What follows belongs to an exercise in optimizing a design on an open flow for a short achievable clock period and few clock cycles per item; a production flow would make more cautious choices. Where RTL was checked, it was by simulation tests only, not by an equivalence proof against the original. Function not checked in run 1: the RTL went through the layout flow alone. In runs 2 to 5 the design's own scripts or RTL, not TritonCTS, make the clock network. No driver is modelled on the clock port, so clock power and skew are understated where the tree is cut down; a real chip needs a root buffer or a tree. Power and IR drop assume default switching activity.

### flow/config.mk
export PLATFORM = sky130hd
export DESIGN_NAME = consolls_core
export DESIGN_NICKNAME = consolls_core
export VERILOG_FILES = /design/flow/design.v
export SDC_FILE = /design/flow/constraint.sdc
export NUM_CORES = 4
export LEC_CHECK = 0
export CAP_MARGIN = 20
export CORE_MARGIN = 2
export CORE_UTILIZATION = 40
export SLEW_MARGIN = 20
### flow/constraint.sdc
create_clock -name core_clock -period 28.0 [get_ports {clk}]
set_input_delay 5.6000 -clock core_clock [delete_from_list [all_inputs] [get_ports {clk}]]
set_output_delay 5.6000 -clock core_clock [all_outputs]
set_load 0.01 [all_outputs]
### flow/design.v
module consolls_core (
    input  wire        clk,
    input  wire        rst,
    input  wire        step_valid,
    output wire        step_ready,
    output wire        done,
    output reg         halted,
    output reg  [2:0]  cause,
    output reg  [15:0] fault_ip,
    output reg  [15:0] info,
    output reg  [2:0]  info_n,
    output reg         mem_req,
    output reg         mem_we,
    output reg  [15:0] mem_addr,
    output reg  [7:0]  mem_wdata,
    input  wire        mem_ready,
    input  wire [7:0]  mem_rdata
);
    localparam [2:0] C_NONE  = 3'd0,
                     C_OOB   = 3'd1,
                     C_INVOP = 3'd2,
                     C_DIV0  = 3'd3,
                     C_SHIFT = 3'd4;
    localparam integer J_R0  = 0,  J_R1  = 1,  J_T   = 2,
                       J_F1L = 3,  J_F1H = 4,  J_F2L = 5,  J_F2H = 6,
                       J_F3L = 7,  J_F3H = 8,
                       J_XL  = 9,  J_XH  = 10, J_YL  = 11, J_YH  = 12,
                       J_PL  = 13, J_PH  = 14,
                       J_WIL = 15, J_WIH = 16, J_WRL = 17, J_WRH = 18;
    localparam integer NJ = 19;
    reg st_idle, st_run, st_done;
    reg clr;               
    assign step_ready = st_idle;
    assign done       = st_done;
    reg [NJ-1:0] iss;      
    reg [14:0]   vld;      
    reg [NJ-1:0] rone;     
    reg [14:0]   pone;     
    reg          pfwd;     
    reg          psel;     
    reg [15:0] ip;
    reg [7:0]  tag;
    reg [15:0] f1, f2, f3;
    reg [15:0] x, y, p;
    reg [15:0] fa;         
    reg clsv;
    reg d_bad, d_wide, d_w3, d_w5, d_w7;
    reg d_bin, d_add, d_sub, d_mul, d_div, d_and, d_or, d_xor;
    reg d_not, d_lsh, d_rsh, d_jumpv, d_jump, d_cjump, d_cmp, d_setv;
    reg d_copy, d_get, d_set, d_nop;
    reg [2:0] d_width;
    wire [7:0] tb = mem_rdata;
    always @(posedge clk) begin
        if (pone[J_T]) begin
            d_bad   <= !((tb >= 8'h01) && (tb <= 8'h20));
            d_wide  <= (tb >= 8'h08 && tb <= 8'h0E) || tb == 8'h15 || tb == 8'h17 ||
                       tb == 8'h19 || tb == 8'h1B || tb == 8'h1D || tb == 8'h1F;
            d_bin   <= (tb >= 8'h01) && (tb <= 8'h0E);
            d_add   <= tb == 8'h01 || tb == 8'h08;
            d_sub   <= tb == 8'h02 || tb == 8'h09;
            d_mul   <= tb == 8'h03 || tb == 8'h0A;
            d_div   <= tb == 8'h04 || tb == 8'h0B;
            d_and   <= tb == 8'h05 || tb == 8'h0C;
            d_or    <= tb == 8'h06 || tb == 8'h0D;
            d_xor   <= tb == 8'h07 || tb == 8'h0E;
            d_not   <= tb == 8'h0F;
            d_lsh   <= tb == 8'h10;
            d_rsh   <= tb == 8'h11;
            d_jumpv <= tb == 8'h12;
            d_jump  <= tb == 8'h13;
            d_cjump <= tb == 8'h14 || tb == 8'h15;
            d_cmp   <= tb == 8'h16 || tb == 8'h17;
            d_setv  <= tb == 8'h18 || tb == 8'h19;
            d_copy  <= tb == 8'h1A || tb == 8'h1B;
            d_get   <= tb == 8'h1C || tb == 8'h1D;
            d_set   <= tb == 8'h1E || tb == 8'h1F;
            d_nop   <= tb == 8'h20;
            d_w3    <= (tb >= 8'h01) && (tb <= 8'h1F);
            d_w5    <= (tb >= 8'h01) && (tb <= 8'h1F) && tb != 8'h12 && tb != 8'h13;
            d_w7    <= ((tb >= 8'h01) && (tb <= 8'h0E)) || tb == 8'h10 || tb == 8'h11 ||
                       (tb >= 8'h14 && tb <= 8'h17);
            case (tb)
                8'h20:                         d_width <= 3'd1;
                8'h12, 8'h13:                  d_width <= 3'd3;
                8'h0F, 8'h18, 8'h19, 8'h1A,
                8'h1B, 8'h1C, 8'h1D, 8'h1E,
                8'h1F:                         d_width <= 3'd5;
                default:                       d_width <= 3'd7;
            endcase
        end
    end
    wire [2:0] nbytes = d_wide ? 3'd2 : 3'd1;
    wire [15:0] nip = ip + {13'd0, d_width};
    reg        ip_o3, ip_o5, ip_o7;       
    always @(posedge clk) begin
        ip_o3 <= ({1'b0, ip} + 17'd3) > 17'h04000;
        ip_o5 <= ({1'b0, ip} + 17'd5) > 17'h04000;
        ip_o7 <= ({1'b0, ip} + 17'd7) > 17'h04000;
    end
    wire ipv  = vld[J_R0] & vld[J_R1];
    wire fv1  = vld[J_F1L] & vld[J_F1H];
    wire fv2  = vld[J_F2L] & vld[J_F2H];
    wire fv3  = vld[J_F3L] & vld[J_F3H];
    wire pv   = vld[J_PL] & vld[J_PH];
    function oob;
        input [15:0] a;
        input        two;
        begin
            oob = (a[15:14] != 2'b00) || (two && a[13:0] == 14'h3FFF);
        end
    endfunction
    wire go = clsv & ~d_bad;
    wire use_x  = go & (d_bin | d_cmp | d_not | d_lsh | d_rsh | d_jump |
                        d_cjump | d_copy | d_get | d_set);
    wire use_x2 = use_x & (d_wide | d_jump);
    wire use_y  = go & (d_bin | d_cmp | d_cjump);
    wire use_y2 = use_y & d_wide;
    wire use_p  = go & (d_get | d_set);
    wire xall = vld[J_XL] & (vld[J_XH] | ~use_x2);
    wire yall = vld[J_YL] & (vld[J_YH] | ~use_y2);
    wire [15:0] xbase = d_get ? p : f1;
    wire [15:0] pbase = d_get ? f1 : f2;
    wire        xbv   = d_get ? pv : fv1;
    wire        pbv   = d_get ? fv1 : fv2;
    wire [15:0] fa1    = fa + 16'd1;
    wire        fa1_in = (fa[15:14] == 2'b00) && (fa[13:0] != 14'h3FFF);
    wire [15:0] ma1    = mem_addr + 16'd1;
    wire        ma1_in = (mem_addr[15:14] == 2'b00) && (mem_addr[13:0] != 14'h3FFF);
    reg hnext;             
    reg [NJ-1:0] hjob;     
    wire t_direct = pone[J_R1];
    wire dx_direct = ((d_get & pone[J_PH]) | (d_jump & pone[J_F1H])) & use_x & ~iss[J_XL];
    wire dp_direct = ((d_get & pone[J_F1H]) | (d_set & pone[J_F2H])) & use_p & ~iss[J_PL];
    reg [14:0] need;
    reg [14:0] rdy;
    always @(*) begin
        need = 15'd0;
        rdy  = 15'd0;
        need[J_R0]  = 1'b1;               rdy[J_R0]  = 1'b1;
        need[J_R1]  = 1'b1;               rdy[J_R1]  = 1'b1;
        need[J_T]   = 1'b1;               rdy[J_T]   = ipv & (ip[15:14] == 2'b00);
        need[J_F1L] = ~clsv | (~d_bad & d_w3);
        need[J_F1H] = ~clsv | (~d_bad & d_w3);
        need[J_F2L] = go & d_w5;
        need[J_F2H] = go & d_w5;
        need[J_F3L] = go & d_w7;
        need[J_F3H] = go & d_w7;
        rdy[J_F1L]  = ipv & fa1_in;
        rdy[J_F1H]  = ipv & fa1_in;
        rdy[J_F2L]  = ipv & fa1_in;
        rdy[J_F2H]  = ipv & fa1_in;
        rdy[J_F3L]  = ipv & fa1_in;
        rdy[J_F3H]  = ipv & fa1_in;
        need[J_XL]  = use_x;              rdy[J_XL]  = xbv & (xbase[15:14] == 2'b00);
        need[J_XH]  = use_x2;             rdy[J_XH]  = 1'b0;    
        need[J_YL]  = use_y;              rdy[J_YL]  = fv2 & (f2[15:14] == 2'b00);
        need[J_YH]  = use_y2;             rdy[J_YH]  = 1'b0;
        need[J_PL]  = use_p;              rdy[J_PL]  = pbv & (pbase[15:14] == 2'b00);
        need[J_PH]  = use_p;              rdy[J_PH]  = 1'b0;
    end
    wire reads_issued = ~|(need & ~iss[14:0]);
    wire o1_1 = oob(f1, 1'b0), o1_2 = oob(f1, 1'b1), o1_n = oob(f1, d_wide);
    wire o2_1 = oob(f2, 1'b0), o2_2 = oob(f2, 1'b1), o2_n = oob(f2, d_wide);
    wire o3_1 = oob(f3, 1'b0),                       o3_n = oob(f3, d_wide);
    wire op_n = oob(p, d_wide);
    reg        c_en  [0:3];
    reg        c_v   [0:3];
    reg        c_f   [0:3];
    reg [2:0]  c_c   [0:3];
    reg [15:0] c_i   [0:3];
    reg [2:0]  c_n   [0:3];
    task setchk;
        input integer k;
        input         v;
        input         f;
        input [15:0]  a;
        input [2:0]   n;
        begin
            c_en[k] = 1'b1;
            c_v[k]  = v;
            c_f[k]  = f;
            c_c[k]  = C_OOB;
            c_i[k]  = a;
            c_n[k]  = n;
        end
    endtask
    integer k;
    always @(*) begin
        for (k = 0; k < 4; k = k + 1) begin
            c_en[k] = 1'b0; c_v[k] = 1'b0; c_f[k] = 1'b0;
            c_c[k] = C_NONE; c_i[k] = 16'd0; c_n[k] = 3'd0;
        end
        if (d_bin || d_cmp) begin
            setchk(0, fv1, o1_n, f1, nbytes);
            setchk(1, fv2, o2_n, f2, nbytes);
            setchk(2, fv3, o3_n, f3, nbytes);
            c_en[3] = d_div; c_v[3] = yall; c_f[3] = (y == 16'd0);
            c_c[3]  = C_DIV0;
        end else if (d_not) begin
            setchk(0, fv1, o1_1, f1, 3'd1);
            setchk(1, fv2, o2_1, f2, 3'd1);
        end else if (d_lsh || d_rsh) begin
            setchk(0, fv1, o1_1, f1, 3'd1);
            setchk(1, fv3, o3_1, f3, 3'd1);
            c_en[2] = 1'b1; c_v[2] = fv2; c_f[2] = (f2 > 16'd8);
            c_c[2]  = C_SHIFT; c_i[2] = f2;
        end else if (d_jump) begin
            setchk(0, fv1, o1_2, f1, 3'd2);
        end else if (d_cjump || d_copy) begin
            setchk(0, fv1, o1_n, f1, nbytes);
            setchk(1, fv2, o2_n, f2, nbytes);
        end else if (d_setv) begin
            setchk(0, fv1, o1_n, f1, nbytes);
        end else if (d_get) begin
            setchk(0, fv1, o1_2, f1, 3'd2);
            setchk(1, pv,  op_n, p,  nbytes);
            setchk(2, fv2, o2_n, f2, nbytes);
        end else if (d_set) begin
            setchk(0, fv1, o1_n, f1, nbytes);
            setchk(1, fv2, o2_2, f2, 3'd2);
            setchk(2, pv,  op_n, p,  nbytes);
        end
    end
    wire ip_oob    = ip[15:14] != 2'b00;
    wire fetch_oob = (d_w7 & ip_o7) | (d_w5 & ~d_w7 & ip_o5) | (d_w3 & ~d_w5 & ip_o3);
    reg        dec_ok, dec_fail;
    reg [2:0]  d_cause;
    reg [15:0] d_info;
    reg [2:0]  d_n;
    reg        stop;
    always @(*) begin
        dec_ok = 1'b0; dec_fail = 1'b0;
        d_cause = C_NONE; d_info = 16'd0; d_n = 3'd0;
        stop = 1'b0;
        if (!ipv) begin
            stop = 1'b1;
        end else if (ip_oob) begin
            dec_fail = 1'b1; d_cause = C_OOB; d_info = ip; d_n = 3'd1;
        end else if (!clsv) begin
            stop = 1'b1;
        end else if (d_bad) begin
            dec_fail = 1'b1; d_cause = C_INVOP; d_info = {8'd0, tag};
        end else if (fetch_oob) begin
            dec_fail = 1'b1; d_cause = C_OOB; d_info = ip + 16'd1;
            d_n = d_width - 3'd1;
        end else begin
            for (k = 0; k < 4; k = k + 1) begin
                if (!stop && !dec_fail && c_en[k]) begin
                    if (!c_v[k])
                        stop = 1'b1;
                    else if (c_f[k]) begin
                        dec_fail = 1'b1; d_cause = c_c[k];
                        d_info = c_i[k]; d_n = c_n[k];
                    end
                end
            end
            dec_ok = !stop && !dec_fail;
        end
    end
    reg        dv_busy, dv_done;
    reg [2:0]  dv_cnt;
    reg [15:0] dv_q;       
    reg [15:0] dv_r;       
    reg [19:0] dv_m [1:15];
    wire [19:0] dv_R = {dv_r, dv_q[15:12]};
    reg  [3:0]  dv_qd;
    reg  [15:0] dr_n;
    reg  [20:0] dv_t;
    integer m;
    always @(*) begin
        dv_qd = 4'd0;
        dr_n  = dv_R[15:0];
        for (m = 1; m < 16; m = m + 1) begin
            dv_t = {1'b0, dv_R} - {1'b0, dv_m[m]};
            if (!dv_t[20]) begin
                dv_qd = m[3:0];
                dr_n  = dv_t[15:0];
            end
        end
    end
    wire [15:0] dq_n = {dv_q[11:0], dv_qd};
    reg [15:0] prod;
    reg        prodv;
    always @(posedge clk) begin
        prod  <= x * y;
        prodv <= xall & yall & ~clr;
    end
    wire [15:0] shl = x << f2[3:0];
    wire [15:0] shr = x >> f2[3:0];
    wire        x_lt_y = x < y;
    wire        x_eq_y = x == y;
    reg [15:0] res;
    always @(*) begin
        res = x;                             
        if (d_add)   res = x + y;
        if (d_sub)   res = x - y;
        if (d_mul)   res = prod;
        if (d_div)   res = dv_q;
        if (d_and)   res = x & y;
        if (d_or)    res = x | y;
        if (d_xor)   res = x ^ y;
        if (d_not)   res = ~x;
        if (d_lsh)   res = shl;
        if (d_rsh)   res = shr;
        if (d_cmp)   res = x_lt_y ? 16'hFFFF : (x_eq_y ? 16'h0000 : 16'h0001);
        if (d_setv)  res = f2;
    end
    wire dst_en = d_bin | d_cmp | d_not | d_lsh | d_rsh | d_setv | d_copy |
                  d_get | d_set;
    wire [15:0] dst = (d_not | d_copy | d_get) ? f2 :
                      d_setv ? f1 :
                      d_set  ? p  : f3;
    wire res_lo_rdy = d_div ? dv_done :
                      d_mul ? prodv :
                      d_cmp ? (xall & yall) :
                      d_bin ? (vld[J_XL] & vld[J_YL]) :
                      d_setv ? vld[J_F2L] :
                      vld[J_XL];
    wire res_hi_rdy = d_div ? dv_done :
                      d_mul ? prodv :
                      d_setv ? vld[J_F2H] :
                      (xall & (yall | ~use_y));
    wire wd_direct_ok = ~d_wide &
        (((d_and | d_or | d_xor) & pone[J_YL] & vld[J_XL]) |
         ((d_not | d_lsh | d_rsh | d_copy | d_get) & pone[J_XL]));
    reg [15:0] newip;
    reg        nl_known, nh_known;
    always @(*) begin
        newip = nip;
        nl_known = 1'b1;
        nh_known = 1'b1;
        if (d_jumpv) begin
            newip = f1;
            nl_known = vld[J_F1L];
            nh_known = fv1;
        end else if (d_jump) begin
            newip = x;
            nl_known = vld[J_XL];
            nh_known = xall;
        end else if (d_cjump) begin
            if (x_eq_y) newip = f3;
            nl_known = xall & yall & fv3;
            nh_known = xall & yall & fv3;
        end
    end
    reg         nx_req, nx_we, nx_fin, nx_wait, nx_wd_direct;
    reg  [NJ-1:0] nx;      
    reg         found;
    integer j, jj;
    always @(*) begin
        nx_req = 1'b0; nx_we = 1'b0; nx_fin = 1'b0; nx_wait = 1'b0;
        nx_wd_direct = 1'b0;
        nx = {NJ{1'b0}};
        found = 1'b0;
        if (hnext && hjob[J_WRH] && !res_hi_rdy) begin
            found = 1'b1;
            nx_wait = 1'b1;
        end else if (hnext) begin
            found = 1'b1;
            nx = hjob;
            nx_we = hjob[J_WRH];
            nx_req = hjob[J_WRH] | ma1_in;
        end else if (dx_direct) begin
            found = 1'b1; nx[J_XL] = 1'b1; nx_req = 1'b1;
        end else if (dp_direct) begin
            found = 1'b1; nx[J_PL] = 1'b1; nx_req = 1'b1;
        end else begin
            for (j = 0; j < 15; j = j + 1) begin
                jj = (j < 9) ? j : (j < 11) ? j + 4 : j - 2;
                if (!found && need[jj] && !iss[jj] && rdy[jj]) begin
                    found = 1'b1;
                    nx[jj] = 1'b1;
                    nx_req = 1'b1;
                end
            end
        end
        if (!found && reads_issued && dec_ok) begin
            nx_we = 1'b1;
            if (!iss[J_WIL] && !(nl_known && newip[7:0] == ip[7:0])) begin
                if (nl_known) begin
                    found = 1'b1; nx[J_WIL] = 1'b1; nx_req = 1'b1;
                end
            end else if (!iss[J_WIH] && !(nh_known && newip[15:8] == ip[15:8])) begin
                if (nh_known) begin
                    found = 1'b1; nx[J_WIH] = 1'b1; nx_req = 1'b1;
                end
            end else if (dst_en && !iss[J_WRL]) begin
                if (res_lo_rdy || wd_direct_ok) begin
                    found = 1'b1; nx[J_WRL] = 1'b1; nx_req = 1'b1;
                    nx_wd_direct = !res_lo_rdy;
                end
            end else if (!(dst_en && d_wide && !iss[J_WRH]))
                nx_fin = 1'b1;
        end
    end
    wire nx_l = nx[J_XL] | nx[J_YL] | nx[J_PL];
    wire nx_h = nx[J_XH] | nx[J_YH] | nx[J_PH] | nx[J_WRH];
    wire nx_f = nx[J_F1L] | nx[J_F1H] | nx[J_F2L] | nx[J_F2H] | nx[J_F3L] | nx[J_F3H];
    reg [15:0] nx_addr;
    always @(*) begin
        nx_addr = 16'd0;                      
        if (nx[J_R1] | nx[J_WIH]) nx_addr = 16'd1;
        if (nx[J_T])              nx_addr = ip;
        if (nx_f)                 nx_addr = fa1;
        if (nx_h)                 nx_addr = ma1;
        if (nx[J_XL])             nx_addr = xbase;
        if (nx[J_YL])             nx_addr = f2;
        if (nx[J_PL])             nx_addr = pbase;
        if (nx[J_WRL])            nx_addr = dst;
    end
    wire [7:0] nx_wdata = nx[J_WIL] ? newip[7:0] :
                          nx[J_WIH] ? newip[15:8] :
                          nx[J_WRL] ? res[7:0] : res[15:8];
    wire r_eff = rone[J_XL] | rone[J_XH] | rone[J_YL] | rone[J_YH] |
                 rone[J_PL] | rone[J_PH];
    wire rd_direct = t_direct | (!hnext & (dx_direct | dp_direct));
    wire [7:0] rd_lo = t_direct ? ip[7:0] :
                       dx_direct ? (d_get ? p[7:0] : f1[7:0]) :
                                   (d_get ? f1[7:0] : f2[7:0]);
    wire nx_hn = (nx[J_XL] & use_x2) | (nx[J_YL] & use_y2) | nx[J_PL] |
                 (nx[J_WRL] & d_wide);
    wire [NJ-1:0] nx_hjob = {nx[J_WRL], 3'b000, nx[J_PL], 1'b0, nx[J_YL], 1'b0,
                             nx[J_XL], 10'd0};
    wire [7:0] rbyte = pfwd ? (psel ? nip[15:8] : nip[7:0]) : mem_rdata;
    wire slot = !mem_req || mem_ready;
    reg [7:0] wd_direct;
    always @(*) begin
        wd_direct = rbyte;                       
        if (d_and) wd_direct = x[7:0] & rbyte;
        if (d_or)  wd_direct = x[7:0] | rbyte;
        if (d_xor) wd_direct = x[7:0] ^ rbyte;
        if (d_not) wd_direct = ~rbyte;
        if (d_lsh) wd_direct = rbyte << f2[3:0];
        if (d_rsh) wd_direct = rbyte >> f2[3:0];
    end
    always @(posedge clk) begin
        if (rst) begin
            st_idle  <= 1'b1;
            st_run   <= 1'b0;
            st_done  <= 1'b0;
            clr      <= 1'b1;
            halted   <= 1'b0;
            cause    <= C_NONE;
            fault_ip <= 16'd0;
            info     <= 16'd0;
            info_n   <= 3'd0;
            mem_req  <= 1'b0;
        end else if (st_idle) begin
            mem_req <= step_valid & ~halted;
            if (step_valid) begin
                st_idle <= 1'b0;
                st_done <= halted;
                st_run  <= ~halted;
                clr     <= halted;
            end
        end else if (st_done) begin
            st_done <= 1'b0;
            st_idle <= 1'b1;
        end else if (dec_fail) begin
            halted   <= 1'b1;
            cause    <= d_cause;
            fault_ip <= ip;
            info     <= d_info;
            info_n   <= d_n;
            mem_req  <= 1'b0;
            st_run   <= 1'b0;
            st_done  <= 1'b1;
            clr      <= 1'b1;
        end else if (slot) begin
            if (nx_fin) begin
                mem_req <= 1'b0;
                st_run  <= 1'b0;
                st_done <= 1'b1;
                clr     <= 1'b1;
            end else if (rd_direct)
                mem_req <= (rbyte[7:6] == 2'b00);
            else if (nx_wait)
                mem_req <= 1'b0;
            else
                mem_req <= nx_req;
        end
    end
    always @(posedge clk) begin
        pone <= (mem_req & mem_ready & ~mem_we) ? rone[14:0] : 15'd0;
        pfwd <= r_eff & (mem_addr[15:1] == 15'd0);
        psel <= mem_addr[0];
        if (clr) begin
            mem_we   <= 1'b0;
            mem_addr <= 16'd0;
            mem_wdata <= 8'd0;
            rone     <= 19'd1;
            hnext    <= 1'b0;
            iss      <= 19'd1;
            vld      <= 15'd0;
            x        <= 16'd0;
            y        <= 16'd0;
            p        <= 16'd0;
            clsv     <= 1'b0;
            dv_busy  <= 1'b0;
            dv_done  <= 1'b0;
        end else begin
            clsv <= vld[J_T] | pone[J_T];
            if (slot && !nx_wait) begin
                mem_we    <= nx_we;
                mem_addr  <= rd_direct ? {rbyte, rd_lo} : nx_addr;
                mem_wdata <= nx_wd_direct ? wd_direct : nx_wdata;
                rone      <= t_direct ? (19'd1 << J_T) : nx;
                hnext     <= nx_hn & ~t_direct;
                hjob      <= nx_hjob;
                iss       <= iss | (t_direct ? (19'd1 << J_T) : nx);
                if (t_direct)
                    fa <= {mem_rdata, ip[7:0]};
                else if (nx[J_T] | nx_f)
                    fa <= nx_addr;
            end
            for (k = 0; k < 15; k = k + 1)
                if (pone[k]) vld[k] <= 1'b1;
            if (pone[J_R0])  ip[7:0]  <= rbyte;
            if (pone[J_R1])  ip[15:8] <= rbyte;
            if (pone[J_T])   tag      <= rbyte;
            if (pone[J_F1L]) f1[7:0]  <= rbyte;
            if (pone[J_F1H]) f1[15:8] <= rbyte;
            if (pone[J_F2L]) f2[7:0]  <= rbyte;
            if (pone[J_F2H]) f2[15:8] <= rbyte;
            if (pone[J_F3L]) f3[7:0]  <= rbyte;
            if (pone[J_F3H]) f3[15:8] <= rbyte;
            if (pone[J_XL])  x[7:0]   <= rbyte;
            if (pone[J_XH])  x[15:8]  <= rbyte;
            if (pone[J_YL])  y[7:0]   <= rbyte;
            if (pone[J_YH])  y[15:8]  <= rbyte;
            if (pone[J_PL])  p[7:0]   <= rbyte;
            if (pone[J_PH])  p[15:8]  <= rbyte;
            if (st_run && d_div && clsv && xall && yall && !dv_busy && !dv_done &&
                y != 16'd0) begin
                dv_busy <= 1'b1;
                dv_cnt  <= d_wide ? 3'd4 : 3'd2;
                dv_q    <= d_wide ? x : {x[7:0], 8'd0};
                dv_r    <= 16'd0;
                for (m = 1; m < 16; m = m + 1)
                    dv_m[m] <= y * m[3:0];
            end else if (dv_busy) begin
                dv_q   <= dq_n;
                dv_r   <= dr_n;
                dv_cnt <= dv_cnt - 3'd1;
                if (dv_cnt == 3'd1) begin
                    dv_busy <= 1'b0;
                    dv_done <= 1'b1;
                end
            end
        end
    end
endmodule
### flow/flow/run.sh
#!/bin/bash
set -euo pipefail
bash standard.sh SETUP_SLACK_MARGIN=23 finish > standard_flow.log 2>&1
### flow/standard.sh
#!/bin/bash
# synth_recipe.tcl (not shown) runs the flow's synth.tcl, then flattens the netlist and writes it again
# the make line also repeats each setting of config.mk as NAME=value (left out here)
make -C /OpenROAD-flow-scripts/flow DESIGN_CONFIG=/design/flow/config.mk WORK_HOME=/design/flow/orfs CLKGATE_MAP_FILE= SYNTH_SCRIPT=/design/flow/synth_recipe.tcl "${@:-finish}"
==> flow_metrics.tcl, run 1 <==
set metrics [dict create \
    synth.most_common_cell "nor2_1" \
    die_y_um 367.7 \
    yosys_register_bits 495 \
    ys_seq_area_frac 0.2418 \
    grt_util_all_layers 0.3667 \
    timing.final.crit_share 0.2454 \
    arrival_ns 1.27 \
    cts_num_sinks 495 \
    rsz0062_at_grt "yes" \
    slowest_delay_ns 0.40 \
    synth-xor-area-share 0.05712 \
    final.setup_skew_ns 0.06609 \
    layout-drive-gt1-share 0.1817 \
    worstPathMaxFanout 2 \
    synth_mux_area_frac 0.02945 \
    area_growth_pct 20.47 \
    first_iter_violations 6728 \
    power.density_nw_per_um2 27.21 \
    syn_inst 6445 \
    clkSlewWorstSetupHoldPaths_ns 0.06 \
    status "finished clean" \
    cts_tree "yes" \
    path_class "reg -> out" \
    r2r-end "mem_wdata[2]" \
    synthAdderAreaFrac 0.1853 \
    vias_per_cell 6.435 \
    place_inst 8091 \
    r2r_start "x[10]" \
    place_hpwl_um 182200 \
    overflow 0 \
    clockRootBuffer "clkbuf_16" \
    crit_buf_inv 1 \
    p_leak_nw 27.14 \
    hold_end "rone[0]" \
    grt_pass1_wl_um 364300 \
    yosys.area_share.simple 0.1757 \
    worstPathRequired_ns 22.40 \
    min_path_cells 1 \
    core-area_um2 131300 \
    insertion_delay_ns 0.76 \
    maxSlewViolCount 0 \
    antenna_found_initial 6 \
    cp_slowest_cell "dfxtp_4" \
    num_io_pins 79 \
    start_kind "flip-flop" \
    largest_reg_flops 135 \
    io_buffers 78 \
    dieArea_um2 135200 \
    finalSetupViolations 0 \
    finalWirelength_um 257400 \
    async_flop_share 0 \
    final_antenna_net_count 0 \
    hp-start "rone[0]" \
    vdd_drop_max_mv 0.05485 \
    routed-via-count 54660 \
    final_cells 8495 \
    firstDrtPassIters 6 \
    start_util 0.4029 \
    synth_edf_count 288 \
    syn_nets 7142 \
    synth_top_cell_by_area "edfxtp_1" \
    yosys_most_used_dff "edfxtp_1" \
    synth_compound_area_frac 0.2447 \
    synthDistinctLibCells 116 \
    drcViolationCount 0 \
    cap_violations 0 \
    synth.area.top_cells "edfxtp_1, ha_1, dfxtp_1" \
    largest-register "dv_m" \
    max_freq_mhz 145.5 \
    worstMarginPinSlew_ns 1.232 \
    clockBufferDepth 3 \
    wire_per_inst_um 30.31 \
    synthTopCellsByCount "nor2_1, inv_1, nand2_1" \
    critical-path-top-delay-family "flip-flops" \
    grt_pass1_vias 51900 \
    cp-end-kind "output pin" \
    syn-cell-area_um2 52900 \
    fp.dieW_um 367.7 \
    path_cells "buf_6" \
    relSlewSlack 0.1740 \
    nets 7381 \
    synth_top_family_by_area "compound AO/OA/AOI/OAI gates" \
    hp-class "reg -> reg" \
    fin_crit_ns 6.872 \
    gp_congestion 1.037 \
    synth_top_area_frac 0.1635 \
    finalHoldViolCount 0 \
    htreeDepth 2 \
    syn-mean-instance-area_um2 8.207 \
    r2r_slack_ns 22.54 \
    reg.largest.list "dv_m: 135 flops, iss: 19 flops" \
    row_count 133 \
    grt_max_degree 69 \
    yosys_warnings 8 \
    tns_ns 0 \
    cts_buffers 61 \
    worst_r2r_path_depth 15 \
]
[area by class of cell]
cell class | instances | area [µm²]
fillers | 12530 | 67570
well taps | 1755 | 2196
flip-flops and latches | 495 | 13010
clock inverters | 39 | 510.5
diodes | 3 | 7.507
inverters | 555 | 2211
repair buffers | 526 | 5652
multi-input cells | 5045 | 38520
clock buffers | 77 | 1627
[worst max-delay path by stage]
stage | from | cells past startpoint | to | slack (ns)
after floorplan | mem_rdata[7] | 12 | mem_wdata[7] | 20.60
after global placement | mem_rdata[1] | 11 | mem_wdata[1] | 19.00
after detailed placement | mem_rdata[1] | 11 | mem_wdata[1] | 18.98
after CTS | mem_addr[11] | 1 | mem_addr[11] | 21.12
after global routing | mem_rdata[7] | 12 | mem_wdata[7] | 21.10
final | mem_addr[11] | 1 | mem_addr[11] | 21.13
[what timing repair did]
item                                    in CTS  in global routing
resized for setup                          806                194
pin swaps                                  107                 99
setup buffers                              204                 61
cloned                                      19                  1
hold buffers                                 0                  0
endpoints found under the setup margin     462                466
[per-stage QoR]
stage | util | total power, mW | hold WS [ns] | worst slack (ns) | area, µm²
after global placement | 0.4299 | 0.8368 | 0.4362 | 19.00 | 56450
after global routing | 0.4853 | 1.768 | 0.4837 | 21.10 | 63720
after detailed placement | 0.4299 | 0.8372 | 0.4431 | 18.98 | 56450
final | 0.4853 | 1.734 | 0.4579 | 21.13 | 63720
after floorplan | - | 0.8214 | 0.4085 | 20.60 | 54070
after CTS | 0.4755 | 1.724 | 0.4544 | 21.12 | 62430
[worst reg2reg max path: stages, from the launching register on]
cell and delay [ns]:
dfxtp_1 0.33, buf_6 0.24, inv_1 0.25, ha_2 0.43, nor4_4 0.44, and4_4 0.37
nand2_4 0.17, o22a_1 0.27, a2111oi_0 0.42, and3b_1 0.30, a41o_2 0.32, and2b_4 0.35
nand3_1 0.53, or4b_4 0.73, a21oi_2 0.13, a21oi_1 0.05
[cells by family after synthesis]
kind of cell	Yosys count
simple gates	1951
xor+xnor	345
flops	495
fa+ha+maj	685
buf+inv	908
compound gates	1924
mux	137
[report_power, final]
group	switching (mW)	total, mW	internal (mW)
Sequential	0.00587	0.769	0.764
Clock	0.377	0.867	0.490
Combinational	0.0531	0.0976	0.0445
[placed cells by master, fill, tap and decap left out, types with 35 or more instances in the layout]
cell,instances
nor3_1,163
nand3_1,114
clkbuf_16,62
inv_1,513
nor2_1,558
nand4_1,56
o21bai_1,58
o21ai_0,285
nor4_1,46
dfxtp_4,39
o31ai_1,40
nor2b_1,69
buf_12,43
buf_6,139
dfxtp_2,53
a21oi_1,411
a311oi_1,35
edfxtp_1,288
nand2b_1,62
xnor2_1,249
xor2_1,95
buf_4,300
and3_1,39
ha_1,495
a31oi_1,71
o21a_1,92
o22ai_1,36
nand2_1,519
a221oi_1,35
a211oi_1,102
fa_1,163
a211oi_2,49
or3_1,47
a21oi_2,76
a21o_1,111
o211ai_1,66
o21ai_1,37
dfxtp_1,115
mux2i_1,90
[routing by layer]
metal / part of all wire / track usage / wire [µm]
met5: 0.00020 / 0 / 51
met4: 0.086 / 0.2591 / 22050
met3: 0.10 / 0.08395 / 26040
met2: 0.44 / 0.5719 / 113000
met1: 0.37 / 0.4462 / 96300
==> run 2, diff against run 1 <==
--- a/flow/design.v
+++ b/flow/design.v
@@ -321,7 +321,4 @@
                       d_setv ? vld[J_F2H] :
                       (xall & (yall | ~use_y));
-    wire wd_direct_ok = ~d_wide &
-        (((d_and | d_or | d_xor) & pone[J_YL] & vld[J_XL]) |
-         ((d_not | d_lsh | d_rsh | d_copy | d_get) & pone[J_XL]));
     reg [15:0] newip;
     reg        nl_known, nh_known;
@@ -344,5 +341,5 @@
         end
     end
-    reg         nx_req, nx_we, nx_fin, nx_wait, nx_wd_direct;
+    reg         nx_req, nx_we, nx_fin, nx_wait;
     reg  [NJ-1:0] nx;      
     reg         found;
@@ -350,5 +347,4 @@
     always @(*) begin
         nx_req = 1'b0; nx_we = 1'b0; nx_fin = 1'b0; nx_wait = 1'b0;
-        nx_wd_direct = 1'b0;
         nx = {NJ{1'b0}};
         found = 1'b0;
@@ -386,7 +382,6 @@
                 end
             end else if (dst_en && !iss[J_WRL]) begin
-                if (res_lo_rdy || wd_direct_ok) begin
+                if (res_lo_rdy) begin
                     found = 1'b1; nx[J_WRL] = 1'b1; nx_req = 1'b1;
-                    nx_wd_direct = !res_lo_rdy;
                 end
             end else if (!(dst_en && d_wide && !iss[J_WRH]))
@@ -424,14 +419,4 @@
     wire [7:0] rbyte = pfwd ? (psel ? nip[15:8] : nip[7:0]) : mem_rdata;
     wire slot = !mem_req || mem_ready;
-    reg [7:0] wd_direct;
-    always @(*) begin
-        wd_direct = rbyte;                       
-        if (d_and) wd_direct = x[7:0] & rbyte;
-        if (d_or)  wd_direct = x[7:0] | rbyte;
-        if (d_xor) wd_direct = x[7:0] ^ rbyte;
-        if (d_not) wd_direct = ~rbyte;
-        if (d_lsh) wd_direct = rbyte << f2[3:0];
-        if (d_rsh) wd_direct = rbyte >> f2[3:0];
-    end
     always @(posedge clk) begin
         if (rst) begin
@@ -504,5 +489,5 @@
                 mem_we    <= nx_we;
                 mem_addr  <= rd_direct ? {rbyte, rd_lo} : nx_addr;
-                mem_wdata <= nx_wd_direct ? wd_direct : nx_wdata;
+                mem_wdata <= nx_wdata;
                 rone      <= t_direct ? (19'd1 << J_T) : nx;
                 hnext     <= nx_hn & ~t_direct;
==> flow/flow/run.sh (replaced) <==
#!/bin/bash
set -euo pipefail
bash standard.sh SETUP_SLACK_MARGIN=25 PRE_CTS_TCL="$PWD/flow/pre_cts.tcl" finish > standard_flow.log 2>&1
==> flow/flow/pre_cts.tcl (new file) <==
# Sourced by ORFS's CTS step before clock_tree_synthesis (PRE_CTS_TCL).
# Builds a two-level clock tree (four buffers at the clock port, each
# driving the buffers of its share of the flip-flop clusters) in place of
# TritonCTS's three-level H-tree, so the clock reaches every register
# sooner, and then makes the step's clock_tree_synthesis call a no-op.
source [file join [file dirname [info script]] pre_cts_tree.tcl]
set nsinks [llength [[[ord::get_db_block] findNet clk] getITerms]]
set nleaf [expr {max(4, int(round($nsinks / 16.0)))}]
my_cts $nleaf 4
set_propagated_clock [all_clocks]
rename clock_tree_synthesis tritoncts_unused
proc clock_tree_synthesis {args} { puts "clock tree built by pre_cts.tcl" }
==> flow/flow/pre_cts_tree.tcl (new file) <==
proc kmeans_cap {xs ys nclu slack} {
  set n [llength $xs]
  set order [lsort -integer -indices $xs]
  set cx {}; set cy {}
  for {set k 0} {$k < $nclu} {incr k} {
    set i [lindex $order [expr {int(($k + 0.5) * $n / $nclu)}]]
    lappend cx [lindex $xs $i]; lappend cy [lindex $ys $i]
  }
  set cap [expr {int(ceil($slack * $n / $nclu))}]
  for {set iter 0} {$iter < 30} {incr iter} {
    set cnt [lrepeat $nclu 0]
    set asg [lrepeat $n -1]
    set pairs {}
    for {set i 0} {$i < $n} {incr i} {
      set x [lindex $xs $i]; set y [lindex $ys $i]
      for {set k 0} {$k < $nclu} {incr k} {
        lappend pairs [list [expr {abs($x - [lindex $cx $k]) + abs($y - [lindex $cy $k])}] $i $k]
      }
    }
    foreach p [lsort -integer -index 0 $pairs] {
      lassign $p d i k
      if {[lindex $asg $i] >= 0} continue
      if {[lindex $cnt $k] >= $cap} continue
      lset asg $i $k
      lset cnt $k [expr {[lindex $cnt $k] + 1}]
    }
    set sx [lrepeat $nclu 0]; set sy [lrepeat $nclu 0]
    for {set i 0} {$i < $n} {incr i} {
      set k [lindex $asg $i]
      lset sx $k [expr {[lindex $sx $k] + [lindex $xs $i]}]
      lset sy $k [expr {[lindex $sy $k] + [lindex $ys $i]}]
    }
    for {set k 0} {$k < $nclu} {incr k} {
      set c [lindex $cnt $k]
      if {$c > 0} {
        lset cx $k [expr {[lindex $sx $k] / $c}]
        lset cy $k [expr {[lindex $sy $k] / $c}]
      }
    }
  }
  return [list $asg $cx $cy $cnt]
}

proc my_cts {nleaf nmid} {
  set block [ord::get_db_block]
  set db [ord::get_db]
  set clk [$block findNet clk]
  set master [$db findMaster sky130_fd_sc_hd__clkbuf_16]
  set sinks {}
  set xs {}
  set ys {}
  foreach it [$clk getITerms] {
    set inst [$it getInst]
    set bb [$inst getBBox]
    lappend sinks $it
    lappend xs [expr {([$bb xMin] + [$bb xMax]) / 2}]
    lappend ys [expr {([$bb yMin] + [$bb yMax]) / 2}]
  }
  set n [llength $sinks]
  lassign [kmeans_cap $xs $ys $nleaf 1.15] asg cx cy cnt
  lassign [kmeans_cap $cx $cy $nmid 1.0] masg mx my mcnt
  # the clock port drives nmid buffers, each at the centre of its leaves
  set mnets {}
  for {set m 0} {$m < $nmid} {incr m} {
    set b [odb::dbInst_create $block $master clkbuf_mid_$m]
    $b setLocation [expr {int([lindex $mx $m])}] [expr {int([lindex $my $m])}]
    $b setPlacementStatus PLACED
    set net [odb::dbNet_create $block clknet_mid_$m]
    $net setSigType CLOCK
    [$b findITerm A] connect $clk
    [$b findITerm X] connect $net
    lappend mnets $net
  }
  set lnets {}
  for {set k 0} {$k < $nleaf} {incr k} {
    set b [odb::dbInst_create $block $master clkbuf_leaf_$k]
    $b setLocation [expr {int([lindex $cx $k])}] [expr {int([lindex $cy $k])}]
    $b setPlacementStatus PLACED
    set net [odb::dbNet_create $block clknet_leaf_$k]
    $net setSigType CLOCK
    [$b findITerm A] connect [lindex $mnets [lindex $masg $k]]
    [$b findITerm X] connect $net
    lappend lnets $net
  }
  for {set i 0} {$i < $n} {incr i} {
    set it [lindex $sinks $i]
    $it disconnect
    $it connect [lindex $lnets [lindex $asg $i]]
  }
  puts "my_cts: $n sinks, $nleaf leaves of sizes $cnt, $nmid buffers at the port driving $mcnt leaves"
}
==> run 2 against run 1 <==
First-iteration DRC count decreased by 8.9%. Register-to-register slack got worse by 0.16 ns. Critical endpoint is now d_width[1]. Largest power group is now sequential cells. Total power decreased by 22%. Via count decreased by 0.58%. Area after synthesis decreased by 4.2%. Flip-flop and latch count unchanged. Worst hold slack improved by 0.0046 ns. Still clean. Highest routed layer unchanged.
==> flow_metrics.tcl, run 2 <==
set metrics [dict create \
    wire_per_inst_um 29.97 \
    worstMarginPinSlew_ns 1.178 \
    layout-drive-gt1-share 0.3011 \
    dieArea_um2 129500 \
    syn-cell-area_um2 50650 \
    overflow 0 \
    p_switching_mw 0.3282 \
    yosys_warnings 8 \
    num_io_pins 79 \
    start_util 0.4034 \
    area_growth_pct 36.24 \
    synth_edf_count 288 \
    pwr-share-comb 0.073 \
    status "finished clean" \
    tns_ns 0 \
    fin_crit_ns 6.519 \
    finalHoldViolCount 0 \
    clockPowerShare 0.361 \
    synthAdderAreaFrac 0.1896 \
    power.density_nw_per_um2 19.66 \
    maxSlewViolCount 0 \
    cp-end-kind "flip-flop" \
    synth_top_family_by_area "compound AO/OA/AOI/OAI gates" \
    yosys_most_used_dff "edfxtp_1" \
    reg.largest.list "dv_m: 135 flops, iss: 19 flops" \
    fin_ws_ns 21.48 \
    dp_slack_ns 19.94 \
    power.total_mw 1.357 \
    synth_top_cell_by_area "edfxtp_1" \
    insertion_delay_ns 0.44 \
    synth.most_common_cell "nor2_1" \
    intPower_mw 1.029 \
    worstPathRequired_ns 28.12 \
    grt_pass1_vias 52310 \
    antenna_found_initial 15 \
    synth-xor-area-share 0.05948 \
    layout_common_cells "buf_4, nor2_1, inv_1" \
    max_freq_mhz 153.4 \
    nets 7509 \
    place_hpwl_um 169300 \
    final.setup_skew_ns 0.09225 \
    gp_congestion 1.048 \
    final_common_cell "buf_4" \
    largest_reg_flops 135 \
    synth.area.top_cells "edfxtp_1, ha_1, dfxtp_1" \
    fp.dieW_um 359.9 \
    p_leak_nw 27.68 \
    io_buffers 78 \
    syn-mean-instance-area_um2 8.219 \
    final_antenna_net_count 0 \
    synthTopCellsByCount "nor2_1, inv_1, a21oi_1" \
    hp-class "reg -> reg" \
    die_y_um 359.9 \
    grt_max_degree 72 \
    cap_violations 0 \
    start_kind "input pin" \
    synth_mux_area_frac 0.02465 \
    rsz0062_at_grt "yes" \
    yosys_register_bits 495 \
    vias_per_cell 6.408 \
    power_frac_seq 0.565 \
    synthDistinctLibCells 106 \
    row_count 130 \
    postPlaceCellArea_um2 55010 \
    final_cell_area_um2 69010 \
    finalSetupViolations 0 \
    syn_inst 6163 \
    path_class "in -> reg" \
    async_flop_share 0 \
    grt_pass1_wl_um 358800 \
    relSlewSlack 0.2148 \
    ys_seq_area_frac 0.2525 \
    finalWirelength_um 254200 \
    fin_util 0.5496 \
    synth_compound_area_frac 0.2394 \
    synth_top_area_frac 0.1707 \
    drcViolationCount 0 \
    first_iter_violations 6131 \
    switching_share 0.2419 \
    grt_util_all_layers 0.3707 \
    core-area_um2 125600 \
    largest-register "dv_m" \
    vdd_drop_max_mv 0.03295 \
    syn_nets 6844 \
    worstPathMaxFanout 3 \
    clkSlewWorstSetupHoldPaths_ns 0.08 \
    firstDrtPassIters 9 \
    timing.final.crit_share 0.2328 \
    yosys.area_share.simple 0.1668 \
    routed-via-count 54350 \
    arrival_ns 6.64 \
    n_fill_cell 11310 \
]
-- run 2: logic make-up (layout without fill, tap and decap cells) --
kind of cell	count (synthesis)	count (layout)
flops	495	495
xor+xnor	344	344
mux	116	116
compound gates	1854	1854
other cells	0	5
simple gates	1794	1794
fa+ha+maj	669	669
buf+inv	891	1554
-- run 2: worst paths after layout --
path	start	to	slack [ns]	cells past startpoint
setup / recovery	mem_rdata[3]	d_width[1]	21.48	6
hold / removal	pone[0]	vld[0]	0.46	2
setup reg to reg	d_set	info[13]	22.38	15
hold reg to reg	pone[0]	vld[0]	0.46	2
-- run 2: what timing repair did --
action / CTS / global route
setup buffers: 499 / 194
hold buffers: 0 / 0
resized for setup: 1367 / 367
pin swaps: 362 / 322
gates cloned: 38 / 16
endpoints found under the setup margin: 663 / 666
-- run 2: power groups by stage --
stage | Sequential (mW) | Combinational [mW] | Clock (mW)
finish | 0.767 | 0.0995 | 0.490
floorplan | 0.783 | 0.0339 | 0
CTS | 0.767 | 0.0880 | 0.489
global route | 0.767 | 0.102 | 0.512
global placement | 0.785 | 0.0482 | 0
detailed placement | 0.785 | 0.0487 | 0
-- run 2: metal layers --
layer / GRT usage / wire length, µm
met5: 0 / 32
met4: 0.2447 / 22750
met3: 0.09195 / 27230
met2: 0.5913 / 111700
met1: 0.4431 / 92540
-- run 2: through the flow --
| stage | std cells | hold slack (ns) |
|---|---|---|
| after floorplan | 6163 | 0.3975 |
| after global placement | 7694 | 0.4019 |
| after detailed placement | 7694 | 0.4077 |
| after CTS | 8266 | 0.4627 |
| after global routing | 8476 | 0.4751 |
| final | 8481 | 0.4625 |
-- run 2: worst max-delay path, stage by stage --
cell and delay, ns:
buf_6 0.09, buf_12 0.11, or4_4 0.50, nor2_2 0.10
and3_4 0.18, a31oi_1 0.04
-- run 2: cell type report --
type,count,area (µm²),share of cell area
Timing Repair Buffer,952,10550,0.1528
Multi-Input combinational cell,4777,40120,0.5814
Buffer,35,875.8,0.01269
Inverter,565,2351,0.03407
Timing Repair inverter,2,17.52,0.0002538
Antenna cell,5,12.51,0.0001813
Tap cell,1650,2064,0.02992
Sequential cell,495,13020,0.1887
Testbench counts of run 2, summed over its fixed seeds: cycles 176,422, steps 9,600.
==> run 3, diff against run 2 <==
==> flow/flow/run.sh (replaced) <==
#!/bin/bash
set -euo pipefail
bash standard.sh SETUP_SLACK_MARGIN=23 PRE_CTS_TCL="$PWD/flow/pre_cts.tcl" finish > standard_flow.log 2>&1
==> run 3 against run 2 <==
Register-to-register slack got worse by 0.13 ns. Utilization fell by 6.8 points. Area after synthesis did not move. Global-route usage fell by 2.1 points. Critical endpoint unchanged. Wire length fell by 6.6%. Cell count fell by 5.1%.
==> flow_metrics.tcl, run 3 <==
set metrics [dict create \
    max_freq_mhz 152.3 \
    final_cells 8049 \
    synth.most_common_cell "nor2_1" \
    overflow 0 \
    dieArea_um2 129500 \
    fin_crit_ns 6.567 \
    worstMarginPinSlew_ns 1.214 \
    synth.area.top_cells "edfxtp_1, ha_1, dfxtp_1" \
    synthDistinctLibCells 106 \
    power_frac_seq 0.565 \
    wire_per_inst_um 29.50 \
    row_count 130 \
    hp-class "reg -> reg" \
    worstPathMaxFanout 3 \
    cp_slowest_cell "or4_4" \
    place_inst 7713 \
    yosys_most_used_dff "edfxtp_1" \
    cp-end-kind "flip-flop" \
    nets 7079 \
    arrival_ns 6.71 \
    io_buffers 78 \
    syn_nets 6844 \
    grt_pass1_wl_um 338900 \
    clkSlewWorstSetupHoldPaths_ns 0.08 \
    final_common_cell "nor2_1" \
    vdd_drop_max_mv 0.03751 \
    finalHoldViolCount 0 \
    cap_violations 0 \
    final.setup_skew_ns 0.04563 \
    cts_hold_buffers 0 \
    status "finished clean" \
    synthTopCellsByCount "nor2_1, inv_1, a21oi_1" \
    intPower_mw 1.031 \
    antenna_found_initial 9 \
    synth_edf_count 288 \
    finalSetupViolations 0 \
    clockPowerShare 0.360 \
    final_antenna_net_count 0 \
    fp.dieW_um 359.9 \
    p_leak_nw 24.46 \
    crit_buf_inv 2 \
    pwr-share-comb 0.075 \
    firstDrtPassIters 8 \
    routed-via-count 51480 \
    maxSlewViolCount 0 \
    power.density_nw_per_um2 22.48 \
    switching_share 0.2412 \
    gp_congestion 1.043 \
    relSlewSlack 0.1845 \
    core-area_um2 125600 \
    yosys_warnings 8 \
    slowest_delay_ns 0.52 \
    yosys_register_bits 495 \
    synth_top_area_frac 0.1707 \
    rsz0062_at_grt "yes" \
    syn-mean-instance-area_um2 8.219 \
    layout-drive-gt1-share 0.1699 \
    largest_reg_flops 135 \
    critical-path-top-delay-family "simple AND/OR/NAND/NOR gates" \
    syn_inst 6163 \
    layout_common_cells "nor2_1, inv_1, ha_1" \
    timing.final.crit_share 0.2345 \
    synth_top_cell_by_area "edfxtp_1" \
    fin_util 0.4815 \
    path_cells "buf_8 -> buf_12 -> or4_4 -> nor2_4 -> and3_4 -> a31oi_2" \
    largest-register "dv_m" \
    worstPathRequired_ns 28.15 \
    grt_util_all_layers 0.3495 \
    finalWirelength_um 237500 \
    ys_seq_area_frac 0.2525 \
    grt_max_degree 70 \
    drcViolationCount 0 \
    start_kind "input pin" \
    syn-cell-area_um2 50650 \
    grt_pass1_vias 49350 \
    p_switching_mw 0.3279 \
    area_growth_pct 19.37 \
    fin_hold_ws_ns 0.4646 \
    path_class "in -> reg" \
    die_y_um 359.9 \
    start_util 0.4034 \
    num_io_pins 79 \
    first_iter_violations 6284 \
    vias_per_cell 6.395 \
    tns_ns 0 \
    async_flop_share 0 \
    insertion_delay_ns 0.43 \
    reg.largest.list "dv_m: 135 flops, iss: 19 flops" \
    place_hpwl_um 169600 \
]
==> run 3: cell counts after synthesis <==
No cell type changed its count.
==> run 3: final cells by class <==
class,count,area (µm²)
inverters,565,2278
diodes,3,7.507
fillers,12010,65110
flip-flops and latches,495,13010
repair inverters,3,33.78
repair buffers,520,5778
well taps,1650,2064
plain buffers,35,875.8
multi-input cells,4778,36410
==> run 3: power by group through the flow <==
stage                     Sequential [mW]  Clock (mW)  Combinational (mW)
after detailed placement            0.786           0              0.0492
final                               0.768       0.489               0.102
after floorplan                     0.783           0              0.0339
after global routing                0.768       0.512               0.104
after global placement              0.786           0              0.0489
after CTS                           0.768       0.494              0.0854
==> run 3: cell families after synthesis <==
family          Yosys count  share of synthesized area
flops                   495                     0.2525
compound gates         1854                     0.2394
xor+xnor                344                    0.05948
simple gates           1794                     0.1668
buf+inv                 891                    0.06753
fa+ha+maj               669                     0.1896
mux                     116                    0.02465
==> run 3: worst paths after layout <==
path,start,endpoint,slack [ns],cells after the start
setup / recovery,mem_rdata[2],d_width[1],21.43,6
hold / removal,vld[2],clsv,0.46,2
setup reg to reg,d_cjump,info[13],22.25,15
hold reg to reg,vld[2],clsv,0.46,2
==> run 3: routing by layer <==
layer,track usage,wire (µm)
met5,0,44
met3,0.07626,23930
met1,0.4274,89350
met2,0.5573,104900
met4,0.2229,19270
==> run 3: metrics by stage <==
step                      worst slack (ns)  instance area (µm²)  power (mW)
final                                21.43                60460       1.359
after CTS                            21.49                58920       1.347
after detailed placement             20.04                54050      0.8351
after global routing                 21.41                60460       1.384
after global placement               20.02                54040      0.8349
after floorplan                      21.01                51690      0.8168
==> run 3: worst min-delay path: stages, from the launching register on <==
cell and delay [ns]:
dfxtp_1 0.31, nor2_1 0.05, nor2_1 0.07
==> run 3: repair_timing <==
action / 4_1_cts / 5_1_grt
gates cloned: 21 / 4
resized for setup: 795 / 180
setup buffers: 191 / 81
pin swaps: 107 / 87
endpoints found under the setup margin: 408 / 400
==> run 4, diff against run 3 <==
--- a/flow/design.v
+++ b/flow/design.v
@@ -280,10 +280,5 @@
     end
     wire [15:0] dq_n = {dv_q[11:0], dv_qd};
-    reg [15:0] prod;
-    reg        prodv;
-    always @(posedge clk) begin
-        prod  <= x * y;
-        prodv <= xall & yall & ~clr;
-    end
+    wire [15:0] prod = x * y;
     wire [15:0] shl = x << f2[3:0];
     wire [15:0] shr = x >> f2[3:0];
@@ -312,5 +307,4 @@
                       d_set  ? p  : f3;
     wire res_lo_rdy = d_div ? dv_done :
-                      d_mul ? prodv :
                       d_cmp ? (xall & yall) :
                       d_bin ? (vld[J_XL] & vld[J_YL]) :
@@ -318,5 +312,4 @@
                       vld[J_XL];
     wire res_hi_rdy = d_div ? dv_done :
-                      d_mul ? prodv :
                       d_setv ? vld[J_F2H] :
                       (xall & (yall | ~use_y));
==> run 4 against run 3 <==
Sequential share of layout area down 0.38 points. Cell area down 1.1%. Area after synthesis up 0.56%. Clock power down 3%. Critical endpoint is now mem_wdata[6]. Synthesized cell count up 0.70%.
==> flow_metrics.tcl, run 4 <==
set metrics [dict create \
    fin_crit_ns 6.517 \
    synth.area.top_cells "edfxtp_1, ha_1, dfxtp_1" \
    antenna_found_initial 9 \
    synthAdderAreaFrac 0.1885 \
    firstDrtPassIters 9 \
    maxSlewViolCount 0 \
    cp-end-kind "output pin" \
    synthTopCellsByCount "nor2_1, inv_1, ha_1" \
    layout-drive-gt1-share 0.1598 \
    slowest_delay_ns 0.40 \
    synth_top_cell_by_area "edfxtp_1" \
    synth_compound_area_frac 0.2462 \
    grt_pass1_wl_um 345200 \
    worstMarginPinSlew_ns 1.258 \
    syn_inst 6206 \
    start_util 0.4041 \
    power.total_mw 1.320 \
    synth.most_common_cell "nor2_1" \
    synth_top_area_frac 0.1698 \
    crit_buf_inv 1 \
    worstPathRequired_ns 22.40 \
    insertion_delay_ns 0.41 \
    worstPathMaxFanout 2 \
    overflow 0 \
    wire_per_inst_um 30.00 \
    area_growth_pct 17.35 \
    nets 7061 \
    syn_nets 6887 \
    finalHoldViolCount 0 \
    layout_common_cells "nor2_1, inv_1, ha_1" \
    async_flop_share 0 \
    first_iter_violations 6274 \
    routed-via-count 51720 \
    io_buffers 78 \
    syn-mean-instance-area_um2 8.208 \
    row_count 130 \
    grt_util_all_layers 0.3558 \
    status "finished clean" \
    drcViolationCount 0 \
    yosys_register_bits 478 \
    syn-cell-area_um2 50940 \
    rsz0062_at_grt "yes" \
    critical-path-top-delay-family "flip-flops" \
    synth_mux_area_frac 0.02294 \
    place_hpwl_um 177700 \
    final_antenna_net_count 0 \
    reg.largest.list "dv_m: 135 flops, iss: 19 flops" \
    hp-class "reg -> reg" \
    synthDistinctLibCells 99 \
    yosys_warnings 8 \
    start_kind "flip-flop" \
    tns_ns 0 \
    cap_violations 0 \
    num_io_pins 79 \
    yosys.area_share.simple 0.1745 \
    grt_max_degree 79 \
    timing.final.crit_share 0.2327 \
    yosys_most_used_dff "edfxtp_1" \
    vdd_drop_max_mv 0.03726 \
    fin_hold_ws_ns 0.4570 \
    power.density_nw_per_um2 22.09 \
    arrival_ns 0.92 \
    relSlewSlack 0.1599 \
    path_cells "buf_6" \
    largest_reg_flops 135 \
    cp_slowest_cell "dfxtp_4" \
    path_class "reg -> out" \
    die_y_um 360.9 \
    finalWirelength_um 241000 \
    final_common_cell "nor2_1" \
    finalSetupViolations 0 \
    core-area_um2 126100 \
    largest-register "dv_m" \
    cts_hold_buffers 0 \
    max_freq_mhz 153.4 \
    fp.dieW_um 360.9 \
    p_leak_nw 23.99 \
    gp_congestion 1.027 \
    ys_seq_area_frac 0.2445 \
    vias_per_cell 6.440 \
    synth_edf_count 288 \
    grt_pass1_vias 49740 \
    clkSlewWorstSetupHoldPaths_ns 0.08 \
    dieArea_um2 130200 \
    n_fill_cell 12140 \
    final.setup_skew_ns 0.04315 \
    synth-xor-area-share 0.05829 \
    synth_top_family_by_area "compound AO/OA/AOI/OAI gates" \
]
## run 4: final timing paths
kind | start | endpoint | slack, ns | cells after the start
worst max-delay path | mem_wdata[6] | mem_wdata[6] | 21.48 | 1
worst min-delay path | vld[2] | clsv | 0.46 | 2
worst min register to register | vld[2] | clsv | 0.46 | 2
worst max register to register | x[3] | mem_wdata[1] | 21.72 | 26
## run 4: where the power goes
group / switching (mW) / total [mW] / internal [mW]
Sequential: 0.00715 / 0.747 / 0.740
Combinational: 0.0564 / 0.100 / 0.0438
Clock: 0.257 / 0.473 / 0.216
Total: 0.321 / 1.32 / 1.00
## run 4: layout make-up
type / count / area [µm²] / area share
repair inverters: 2 / 20.02 / 0.0003349
diodes: 3 / 7.507 / 0.0001256
inverters: 550 / 2246 / 0.03757
flip-flops and latches: 478 / 12640 / 0.2114
multi-input cells: 4858 / 36970 / 0.6186
plain buffers: 34 / 850.8 / 0.01423
well taps: 1650 / 2064 / 0.03454
repair buffers: 456 / 4975 / 0.08323
## run 4: logic make-up after synthesis
kind of cell    after synthesis
fa+ha+maj                   669
buf+inv                     872
flops                       478
compound gates             1857
mux                         111
xor+xnor                    339
simple gates               1880
## run 4: stage by stage
step                instances  area, µm²  utilization  setup slack [ns]
global route             8028      59770       0.4741             21.49
floorplan                6206      51880            -             21.31
finish                   8031      59770       0.4742             21.48
detailed placement       7775      54480       0.4322             20.23
CTS                      7972      58550       0.4644             21.48
global placement         7775      54480       0.4321             20.25
## run 4: what timing repair did
action,4_1_cts,5_1_grt
setup endpoints to repair,479,461
setup buffers,141,54
gates resized for setup,783,189
gates cloned,22,2
hold endpoints to repair,0,0
pin swaps,82,63
## run 4: routing by layer
| metal | part of all wire | GRT usage |
|---|---|---|
| met1 | 0.38 | 0.4416 |
| met2 | 0.44 | 0.5721 |
| met3 | 0.092 | 0.05636 |
| met4 | 0.084 | 0.2335 |
| met5 | 0.000095 | 0 |
Testbench counts of run 4, summed over its fixed seeds: cycles 175,928, steps 9,600.
==> run 5, diff against run 4 <==
--- a/flow/design.v
+++ b/flow/design.v
@@ -143,5 +143,5 @@
         need[J_F1H] = ~clsv | (~d_bad & d_w3);
         need[J_F2L] = go & d_w5;
-        need[J_F2H] = go & d_w5;
+        need[J_F2H] = go & d_w5 & ~(d_setv & ~d_wide);
         need[J_F3L] = go & d_w7;
         need[J_F3H] = go & d_w7;
@@ -314,4 +314,5 @@
                       d_setv ? vld[J_F2H] :
                       (xall & (yall | ~use_y));
+    wire wd_direct_ok = d_setv & ~d_wide & pone[J_F2L];
     reg [15:0] newip;
     reg        nl_known, nh_known;
@@ -330,9 +331,9 @@
         end else if (d_cjump) begin
             if (x_eq_y) newip = f3;
-            nl_known = xall & yall & fv3;
+            nl_known = xall & yall & vld[J_F3L];
             nh_known = xall & yall & fv3;
         end
     end
-    reg         nx_req, nx_we, nx_fin, nx_wait;
+    reg         nx_req, nx_we, nx_fin, nx_wait, nx_wd_direct;
     reg  [NJ-1:0] nx;      
     reg         found;
@@ -340,4 +341,5 @@
     always @(*) begin
         nx_req = 1'b0; nx_we = 1'b0; nx_fin = 1'b0; nx_wait = 1'b0;
+        nx_wd_direct = 1'b0;
         nx = {NJ{1'b0}};
         found = 1'b0;
@@ -356,5 +358,8 @@
         end else begin
             for (j = 0; j < 15; j = j + 1) begin
-                jj = (j < 9) ? j : (j < 11) ? j + 4 : j - 2;
+                if (d_cjump)
+                    jj = (j < 7) ? j : (j < 11) ? j + 2 : (j < 13) ? j - 4 : j;
+                else
+                    jj = (j < 9) ? j : (j < 11) ? j + 4 : j - 2;
                 if (!found && need[jj] && !iss[jj] && rdy[jj]) begin
                     found = 1'b1;
@@ -375,6 +380,7 @@
                 end
             end else if (dst_en && !iss[J_WRL]) begin
-                if (res_lo_rdy) begin
+                if (res_lo_rdy || wd_direct_ok) begin
                     found = 1'b1; nx[J_WRL] = 1'b1; nx_req = 1'b1;
+                    nx_wd_direct = !res_lo_rdy;
                 end
             end else if (!(dst_en && d_wide && !iss[J_WRH]))
@@ -482,5 +488,5 @@
                 mem_we    <= nx_we;
                 mem_addr  <= rd_direct ? {rbyte, rd_lo} : nx_addr;
-                mem_wdata <= nx_wdata;
+                mem_wdata <= nx_wd_direct ? rbyte : nx_wdata;
                 rone      <= t_direct ? (19'd1 << J_T) : nx;
                 hnext     <= nx_hn & ~t_direct;
--- a/flow/config.mk
+++ b/flow/config.mk
@@ -9,3 +9,4 @@
 export CORE_MARGIN = 2
 export CORE_UTILIZATION = 40
+export PLACE_DENSITY = 0.8
 export SLEW_MARGIN = 20
==> run 5 against run 4 <==
Critical path depth did not move. Via count up 1.1%. Critical endpoint is now mem_addr[8]. Combinational power barely moved. Wire length up 0.82%.
==> flow_metrics.tcl, run 5 <==
set metrics [dict create \
    finalWirelength_um 242900 \
    rsz0062_at_grt "yes" \
    synth_edf_count 288 \
    fin_crit_ns 6.546 \
    max_freq_mhz 152.8 \
    yosys_register_bits 478 \
    min_path_cells 2 \
    syn_inst 6120 \
    first_iter_violations 7226 \
    largest_reg_flops 135 \
    arrival_ns 0.95 \
    synth_top_area_frac 0.1720 \
    cp_slowest_cell "dfxtp_4" \
    start_util 0.4016 \
    grt_pass1_wl_um 343300 \
    status "finished clean" \
    hp-class "reg -> reg" \
    p_leak_nw 24.20 \
    core-area_um2 125200 \
    firstDrtPassIters 8 \
    drcViolationCount 0 \
    slowest_delay_ns 0.41 \
    wire_per_inst_um 30.54 \
    worst_r2r_path_depth 19 \
    overflow 0 \
    relSlewSlack 0.2345 \
    place_hpwl_um 176300 \
    power_frac_seq 0.565 \
    path_cells "buf_6" \
    worstPathMaxFanout 5 \
    synthTopCellsByCount "nor2_1, inv_1, ha_1" \
    r2r-end "mem_wdata[7]" \
    synth_top_cell_by_area "edfxtp_1" \
    yosys_warnings 8 \
    async_flop_share 0 \
    antenna_found_initial 6 \
    cp-end-kind "output pin" \
    switching_share 0.2438 \
    tns_ns 0 \
    reg.largest.list "dv_m: 135 flops, iss: 19 flops" \
    gp_congestion 1.082 \
    final_common_cell "nor2_1" \
    row_count 130 \
    syn-cell-area_um2 50290 \
    critical-path-top-delay-family "flip-flops" \
    worstPathRequired_ns 22.40 \
    pwr-share-comb 0.075 \
    clockPowerShare 0.360 \
    maxSlewViolCount 0 \
    timing.final.crit_share 0.2338 \
    grt_pass1_vias 49820 \
    vdd_drop_max_mv 0.04069 \
    r2r_start "x[4]" \
    grt_max_degree 88 \
    r2r_slack_ns 21.73 \
    path_class "reg -> out" \
    ys_seq_area_frac 0.2476 \
    final_antenna_net_count 0 \
    area_growth_pct 18.43 \
    routed-via-count 52290 \
    final_cell_area_um2 59560 \
    largest-register "dv_m" \
    vias_per_cell 6.573 \
    synth.area.top_cells "edfxtp_1, ha_1, dfxtp_1" \
    intPower_mw 0.9987 \
    cap_violations 0 \
    finalHoldViolCount 0 \
    layout-drive-gt1-share 0.1691 \
    layout_common_cells "nor2_1, inv_1, ha_1" \
    insertion_delay_ns 0.44 \
    syn_nets 6801 \
    syn-mean-instance-area_um2 8.218 \
    dieArea_um2 128600 \
    cts_hold_buffers 0 \
    finalSetupViolations 0 \
    synth.most_common_cell "nor2_1" \
    grt_util_all_layers 0.3595 \
    num_io_pins 79 \
    hp-start "vld[2]" \
    worstMarginPinSlew_ns 1.119 \
    nets 6986 \
    clkSlewWorstSetupHoldPaths_ns 0.07 \
    power.density_nw_per_um2 22.17 \
    postPlaceCellArea_um2 53800 \
    p_switching_mw 0.3220 \
    synthDistinctLibCells 95 \
    crit_buf_inv 1 \
    die_y_um 358.6 \
    hold_end "clsv" \
    final.setup_skew_ns 0.05818 \
    yosys_most_used_dff "edfxtp_1" \
    start_kind "flip-flop" \
    io_buffers 78 \
    fp.dieW_um 358.6 \
]
==> run 5: changes by cell type after synthesis, sizes merged, moves of 11 or more <==
| cell | previous run | this run |
|---|---|---|
| a21oi | 454 | 473 |
| a221oi | 64 | 44 |
| a22o | 23 | 4 |
| a311oi | 27 | 16 |
| nand2b | 75 | 60 |
| nor2 | 582 | 561 |
| nor2b | 60 | 73 |
| o21ai | 326 | 344 |
| o31a | 26 | 14 |
| o31ai | 55 | 41 |
| xor2 | 98 | 122 |
==> run 5: area by class of cell <==
| class | instances | area, µm² |
|---|---|---|
| sequential | 478 | 12630 |
| inverter | 541 | 2183 |
| buffer | 34 | 850.8 |
| multi-input combinational | 4780 | 36790 |
| timing repair buffer | 470 | 5039 |
| tap | 1650 | 2064 |
| antenna | 2 | 5.005 |
| fill | 11800 | 65680 |
==> run 5: worst max path at each step <==
stage | cells past startpoint | slack [ns] | start | endpoint
after CTS | 1 | 21.46 | mem_addr[8] | mem_addr[8]
after global placement | 6 | 20.24 | mem_rdata[5] | mem_wdata[5]
after floorplan | 4 | 21.42 | mem_ready | fa[0]
after detailed placement | 7 | 20.21 | mem_rdata[5] | mem_wdata[5]
final | 1 | 21.45 | mem_addr[8] | mem_addr[8]
after global routing | 1 | 21.45 | mem_addr[8] | mem_addr[8]
==> run 5: metal layers <==
layer,track usage,wire [µm],up-vias
li1,-,-,22490
met2,0.5513,103300,3779
met4,0.2398,20480,4
met3,0.07335,28560,925
met5,0,25,-
met1,0.4572,90520,25090
==> run 5: power by group through the flow <==
stage | sequential, mW | combinational (mW) | clock (mW)
6_report | 0.747 | 0.0989 | 0.475
5_1_grt | 0.747 | 0.100 | 0.494
4_1_cts | 0.746 | 0.0853 | 0.472
3_5_place_dp | 0.764 | 0.0479 | 0
3_3_place_gp | 0.764 | 0.0480 | 0
2_1_floorplan | 0.759 | 0.0342 | 0
==> run 5: what timing repair did <==
item                       CTS  global route
buffers inserted           143            68
gates resized for setup    814           228
gates cloned                19             5
pin swaps                   77            72
setup endpoints to repair  499           462
==> run 5: kinds of logic (layout without fill, tap and decap cells) <==
family                     count (synthesis)  after routing  synth area share
AOI/OAI and AO/OA                       1828           1829            0.2423
and+or+nand+nor                         1812           1817            0.1682
buffers and inverters                    868           1045           0.06560
adders and majority gates                669            669            0.1909
DFF                                      478            478            0.2476
xor gates and xnor gates                 362            362           0.06304
muxes                                    103            103           0.02242
other                                      0              2                 0
==> run 5: stage by stage <==
| stage | setup slack (ns) | total power [mW] | cells | utilization | hold WS (ns) |
|---|---|---|---|---|---|
| after floorplan | 21.42 | 0.7935 | 6120 | - | 0.4145 |
| after global placement | 20.24 | 0.8116 | 7682 | 0.4294 | 0.4335 |
| after detailed placement | 20.21 | 0.8115 | 7683 | 0.4296 | 0.4363 |
| after CTS | 21.46 | 1.304 | 7879 | 0.4631 | 0.4575 |
| after global routing | 21.45 | 1.341 | 7953 | 0.4755 | 0.4792 |
| final | 21.45 | 1.321 | 7955 | 0.4756 | 0.4629 |
Testbench counts of run 5, summed over its fixed seeds: cycles 175,164, steps 9,600.

[afterwards: timing with drivers on the ports]
The results above use ideal ports. As a check the final layouts listed here were re-extracted and re-timed, cells and wires unchanged. Step 1, drivers: a clkbuf_16 drives clk and a buf_2 each remaining input, both assumed. Step 2 moves the port delays by t, midway between the first and last clock arrival at a register: inputs arrive t later, outputs are due t later. That takes back most of the time a late clock gives input paths. a / b / c = ideal / step 1 / step 2; a / b = the first two.
run | t, ns | slack for setup (ns) | worst data-port slew with drivers (ns) | cell pins on the clock port's net
run 1 | 0.806 | 21.128 / 21.044 / 20.376 | 0.58 | 1
run 2 | 0.565 | 21.481 / 21.321 / 21.031 | 0.11 | 4
run 3 | 0.571 | 21.433 / 21.328 / 20.986 | 0.08 | 4
run 4 | 0.543 | 21.483 / 21.328 / 21.071 | 0.15 | 4
run 5 | 0.556 | 21.454 / 21.312 / 21.084 | 0.13 | 4
After both steps every run listed still meets setup and hold. For run 1, which loses most, drivers alone change the setup slack by -0.084 ns; drivers and shift together by -0.752 ns.
